Background: an optimization exercise with open tools, aiming at small area. Do not read the settings as production practice.
Function was checked by simulation only, so behaviour that the tests miss may differ from the original.
No activity file was given, so power comes from the tool's default toggle rates.

try-amber:
## dht22_ctrl
module dht22_ctrl #(
    parameter integer CLKS_PER_US     = 3,
    parameter integer START_LOW_US    = 2000,
    parameter integer MIN_INTERVAL_MS = 10,
    parameter integer ACK_TIMEOUT_US  = 200,
    parameter integer CAL_TIMEOUT_US  = 200,
    parameter integer LEAD_SLACK_US   = 30,
    parameter integer SETTLE_US       = 40,
    parameter integer CLASS_THRESH_US = 40,
    parameter integer CAL_MAX_BITS    = 40
) (
    input  wire        clk,
    input  wire        rst,
    input  wire        bus_req,
    input  wire        bus_we,
    input  wire [3:0]  bus_addr,
    input  wire [31:0] bus_wdata,
    output wire        bus_ack,
    output reg  [31:0] bus_rdata,
    input  wire        line_in,
    output reg         line_oe,
    output reg         line_out
);
clock: 10.0 ns
lec_check: 0
cap_margin: 5
core_margin: 2
core_utilization: 65
gpl_timing_driven: 0
slew_margin: 5
standard.sh (not shown) runs the stock make flow with config.mk's settings and CLKGATE_MAP_FILE= SYNTH_SCRIPT=/design/flow/synth_recipe.tcl, a recipe that flattens the netlist after the stock synthesis.
==> flow/flow/run.sh <==
#!/bin/bash
# Layout flow: the standard synthesis, then the combinational logic between
# the registers is re-mapped by ABC for area (registers, their names and cell
# types are kept), then the standard layout from that netlist, with the
# ports buffered by the smallest buffer and a clock tree of small buffers.
# Each tool's output goes to a log file here.
set -euo pipefail
here=$(pwd)
res=$here/orfs/results/$FLOW_PLATFORM/dht22_ctrl/base
lib=$FLOW_HOME/platforms/$FLOW_PLATFORM/lib/sky130_fd_sc_hd__tt_025C_1v80.lib
yosys_bin=$FLOW_HOME/../tools/install/yosys/bin/yosys
[[ -x $yosys_bin ]] || yosys_bin=yosys

# 1. standard synthesis
bash standard.sh synth > synth.log 2>&1

# 2. area re-mapping of the combinational logic
dont_use=""
for c in $(sed -n '/^export DONT_USE_CELLS/,/^$/p' $FLOW_HOME/platforms/$FLOW_PLATFORM/config.mk | tr -d '\\' | tr ' ' '\n' | grep '^sky130'); do
  dont_use="$dont_use -dont_use $c"
done
cp $res/1_2_yosys.v $here/synth_standard.v
cat > reopt.ys <<EOY
read_liberty -ignore_miss_func $lib
read_verilog $here/synth_standard.v
hierarchy -top $FLOW_TOP
setattr -mod -set keep_hierarchy 1 sky130_fd_sc_hd__dfxtp_1 sky130_fd_sc_hd__dfxtp_2 sky130_fd_sc_hd__dfxtp_4 sky130_fd_sc_hd__edfxtp_1 sky130_fd_sc_hd__conb_1
flatten
opt_clean -purge
abc -liberty $lib $dont_use -script $here/flow/area.abc
splitnets
opt_clean -purge
hilomap -singleton -hicell sky130_fd_sc_hd__conb_1 HI -locell sky130_fd_sc_hd__conb_1 LO
select $FLOW_TOP
insbuf -buf sky130_fd_sc_hd__buf_4 A X
write_verilog -noattr -nohex -nodec -selected $here/synth_reopt.v
EOY
$yosys_bin -s reopt.ys > reopt.log 2>&1
cp $here/synth_reopt.v $res/1_2_yosys.v
rm -f $res/1_synth.odb $res/1_synth.sdc

# 3. layout
export BUFFER_PORTS_ARGS="-buffer_cell sky130_fd_sc_hd__buf_1"
export CTS_ARGS="-sink_clustering_enable -repair_clock_nets -dont_use_dummy_load -buf_list sky130_fd_sc_hd__clkbuf_8 -sink_clustering_size 14 -sink_clustering_max_diameter 60"
bash standard.sh > layout.log 2>&1
==> flow/flow/area.abc <==
strash
&get -n
&fraig -x
&put
scorr
dc2
dc2
strash
&get -n
&syn2
&dc2
&dch -f
&nf -R 1000
&put
Setup changes, try-amber to try-raven
diff --git a/flow/flow/run.sh b/flow/flow/run.sh
--- a/flow/flow/run.sh
+++ b/flow/flow/run.sh
@@ -43,3 +43,3 @@
 export BUFFER_PORTS_ARGS="-buffer_cell sky130_fd_sc_hd__buf_1"
-export CTS_ARGS="-sink_clustering_enable -repair_clock_nets -dont_use_dummy_load -buf_list sky130_fd_sc_hd__clkbuf_8 -sink_clustering_size 14 -sink_clustering_max_diameter 60"
+export CTS_ARGS="-sink_clustering_enable -repair_clock_nets -dont_use_dummy_load -buf_list sky130_fd_sc_hd__clkbuf_4 -sink_clustering_size 10 -sink_clustering_max_diameter 40"
 bash standard.sh > layout.log 2>&1
diff --git a/flow/config.mk b/flow/config.mk
--- a/flow/config.mk
+++ b/flow/config.mk
@@ -7,3 +7,3 @@
 export LEC_CHECK = 0
-export CAP_MARGIN = 5
+export CAP_MARGIN = 20
 export CORE_MARGIN = 2
@@ -11,2 +11,2 @@
 export GPL_TIMING_DRIVEN = 0
-export SLEW_MARGIN = 5
+export SLEW_MARGIN = 20
==> notes.md <==
Compared to try-amber, try-raven has net switching power 0.0000075 W higher. Portion of total power attributed to the clock network for try-raven: 1.4 points down relative to try-amber. Between try-raven and try-amber, it is try-raven whose layout overhead on the synthesized area is lower, by 0.59 points. Total inserted antenna cells: try-amber and try-raven compared, lower one is try-amber. On area of all placed cells without fillers, try-amber loses to try-raven. Non-clock buffer count down 1 in try-raven wrt try-amber.
Relative to try-raven, the following input files were edited for try-xenon:
diff --git a/flow/flow/run.sh b/flow/flow/run.sh
--- a/flow/flow/run.sh
+++ b/flow/flow/run.sh
@@ -37,5 +37,12 @@
 EOY
-$yosys_bin -s reopt.ys > reopt.log 2>&1
-cp $here/synth_reopt.v $res/1_2_yosys.v
-rm -f $res/1_synth.odb $res/1_synth.sdc
+# keep the standard netlist if the re-mapping fails or changes the registers
+if $yosys_bin -s reopt.ys > reopt.log 2>&1; then
+  n_std=$(grep -cE '^ *sky130_fd_sc_hd__e?dfxtp_[0-9]+ ' synth_standard.v || true)
+  n_new=$(grep -cE '^ *sky130_fd_sc_hd__e?dfxtp_[0-9]+ ' synth_reopt.v || true)
+  n_all=$(grep -cE '^ *sky130_fd_sc_hd__' synth_reopt.v || true)
+  if [[ $n_std -gt 0 && $n_std -eq $n_new && $n_all -gt $((n_new + 100)) ]]; then
+    cp $here/synth_reopt.v $res/1_2_yosys.v
+    rm -f $res/1_synth.odb $res/1_synth.sdc
+  fi
+fi
 
diff --git a/flow/flow/area.abc b/flow/flow/area.abc
--- a/flow/flow/area.abc
+++ b/flow/flow/area.abc
@@ -14 +14,6 @@
 &put
+strash
+&get -n
+&dch -f
+&nf -R 1000
+&put
### Flow results
- try-xenon closes out successfully: all stages finished, all timing, DRC and antenna checks passed.
- Relative to try-raven, final worst clock skew decreased by 10 ps in try-xenon.
- | reg-to-reg setup timing slack | try-xenon vs try-raven | 70 ps lower |
- The final reports for try-xenon and try-raven show via count of the first global-routing pass higher in the former.
- Between try-xenon and try-raven, it is try-xenon whose share of total power in the clock network is lower, by 0.4 points.
- Comparing try-xenon and try-raven, the higher number of fill cells was measured on try-xenon.
- Taking try-raven as the reference, in try-xenon headroom to the max-slew limit up 1.3 points, shortest period the worst path allows down 73 ps, number of cells on the critical path up 14, fmax up about 1.1%.
[inputs] try-zinc vs try-xenon
diff --git a/flow/flow/run.sh b/flow/flow/run.sh
--- a/flow/flow/run.sh
+++ b/flow/flow/run.sh
@@ -50,3 +50,3 @@
 export BUFFER_PORTS_ARGS="-buffer_cell sky130_fd_sc_hd__buf_1"
-export CTS_ARGS="-sink_clustering_enable -repair_clock_nets -dont_use_dummy_load -buf_list sky130_fd_sc_hd__clkbuf_4 -sink_clustering_size 10 -sink_clustering_max_diameter 40"
+export CTS_ARGS="-sink_clustering_enable -repair_clock_nets -dont_use_dummy_load -root_buf sky130_fd_sc_hd__clkbuf_16 -tree_buf sky130_fd_sc_hd__clkbuf_16 -buf_list sky130_fd_sc_hd__clkbuf_4 -sink_clustering_size 11 -sink_clustering_max_diameter 40"
 bash standard.sh > layout.log 2>&1
## What came out
- Post-layout instance area (higher): try-zinc
- Changes observed in try-zinc relative to try-xenon: worst supply voltage drop on vdd has increased, total power divided by cell area has increased, remaining max-slew budget at the tightest pin has increased.
- try-xenon → try-zinc: data-path buffer share of cell area in the final layout barely changed, power now larger, portion of the layout cell area used by clock cells picked up an extra 0.50 points, total clock buffers created by CTS lower, detailed-route wire length rose about 0.32%.
- Sort try-zinc and try-xenon by final critical-path setup slack desc -> top: try-zinc

========
== before ==
Another version of the RTL of dht22_ctrl (not shown whole).
Size in the first run: roughly 1400 cells after synthesis, ~76 I/O pins.
clock: 10.0 ns
lec_check: 0
cap_margin: 20
core_margin: 2
core_utilization: 40
slew_margin: 20
==> flow/flow/run.sh <==
#!/bin/bash
# Layout flow: the standard synthesis, then the combinational logic between
# the registers is re-mapped by ABC for area (registers, their names and cell
# types are kept), then the standard layout from that netlist, with the
# ports buffered by the smallest buffer and a clock tree of small buffers.
# Each tool's output goes to a log file here.
set -euo pipefail
here=$(pwd)
res=$here/orfs/results/$FLOW_PLATFORM/dht22_ctrl/base
lib=$FLOW_HOME/platforms/$FLOW_PLATFORM/lib/sky130_fd_sc_hd__tt_025C_1v80.lib
yosys_bin=$FLOW_HOME/../tools/install/yosys/bin/yosys
[[ -x $yosys_bin ]] || yosys_bin=yosys

# 1. standard synthesis
bash standard.sh synth > synth.log 2>&1

# 2. area re-mapping of the combinational logic
dont_use=""
for c in $(sed -n '/^export DONT_USE_CELLS/,/^$/p' $FLOW_HOME/platforms/$FLOW_PLATFORM/config.mk | tr -d '\\' | tr ' ' '\n' | grep '^sky130'); do
  dont_use="$dont_use -dont_use $c"
done
cp $res/1_2_yosys.v $here/synth_standard.v
cat > reopt.ys <<EOY
read_liberty -ignore_miss_func $lib
read_verilog $here/synth_standard.v
hierarchy -top $FLOW_TOP
setattr -mod -set keep_hierarchy 1 sky130_fd_sc_hd__dfxtp_1 sky130_fd_sc_hd__dfxtp_2 sky130_fd_sc_hd__dfxtp_4 sky130_fd_sc_hd__edfxtp_1 sky130_fd_sc_hd__conb_1
flatten
opt_clean -purge
abc -liberty $lib $dont_use -script $here/flow/area.abc
splitnets
opt_clean -purge
hilomap -singleton -hicell sky130_fd_sc_hd__conb_1 HI -locell sky130_fd_sc_hd__conb_1 LO
select $FLOW_TOP
insbuf -buf sky130_fd_sc_hd__buf_4 A X
write_verilog -noattr -nohex -nodec -selected $here/synth_reopt.v
EOY
$yosys_bin -s reopt.ys > reopt.log 2>&1
cp $here/synth_reopt.v $res/1_2_yosys.v
rm -f $res/1_synth.odb $res/1_synth.sdc

# 3. layout
export BUFFER_PORTS_ARGS="-buffer_cell sky130_fd_sc_hd__buf_1"
export CTS_ARGS="-sink_clustering_enable -repair_clock_nets -dont_use_dummy_load -buf_list sky130_fd_sc_hd__clkbuf_4 -sink_clustering_size 10 -sink_clustering_max_diameter 40"
bash standard.sh > layout.log 2>&1
==> flow/flow/area.abc <==
strash
&get -n
&fraig -x
&put
scorr
dc2
dc2
strash
&get -n
&syn2
&dc2
&dch -f
&nf -R 1000
&put
The final layout from before, which completed every stage, passed the timing, DRC and antenna checks at the end of the flow.
## Diff of input files: after against before
- CORE_UTILIZATION: 40 -> 65
Results
Run comparison: before highest metal layer with signal wires met5; after highest metal layer with signal wires met4. The classification of the worst setup path comes out input pin to primary output in one run and flop to primary output in the other, namely in after and before respectively. Going from before to after, worst hold margin climbed 0.037 ns, post-detailed-routing wire length dropped 7.9%, register-to-register slack climbed 0.20 ns, final area dropped 1.9%, sequential share of layout area climbed 0.95 points.

-- separate check: timing with driven ports --
Ports are ideal in the flow. The routed layouts listed here were re-timed in OpenROAD.
Step 1 assumes that a clkbuf_16 drives the clock port and a buf_2 every other input.
Step 2 also shifts input and output timing later by t, the mid clock arrival at the registers, as if the neighbouring blocks saw the same clock.
a / b / c = no drivers / after step 1 / after step 2; a / b = the first two.
run | t, ns | setup slack, ns | worst slew at a driven data input, ns | cell pins on the clock port's net
try-amber | 0.611 | 3.122 / 3.107 / 3.107 | 0.05 | 1
try-raven | 0.696 | 3.102 / 3.071 / 3.071 | 0.05 | 1
try-xenon | 0.694 | 3.175 / 3.175 / 3.175 | 0.06 | 1
try-zinc | 0.529 | 3.180 / 3.180 / 3.180 | 0.06 | 1
before | 0.779 | 3.735 / 3.686 / 3.774 | 0.05 | 1
after | 0.708 | 3.619 / 3.547 / 3.547 | 0.07 | 1
After both steps every run listed still meets setup and hold. The setup slack of after, which loses most, moves by -0.072 ns with the drivers and by -0.072 ns with both steps.
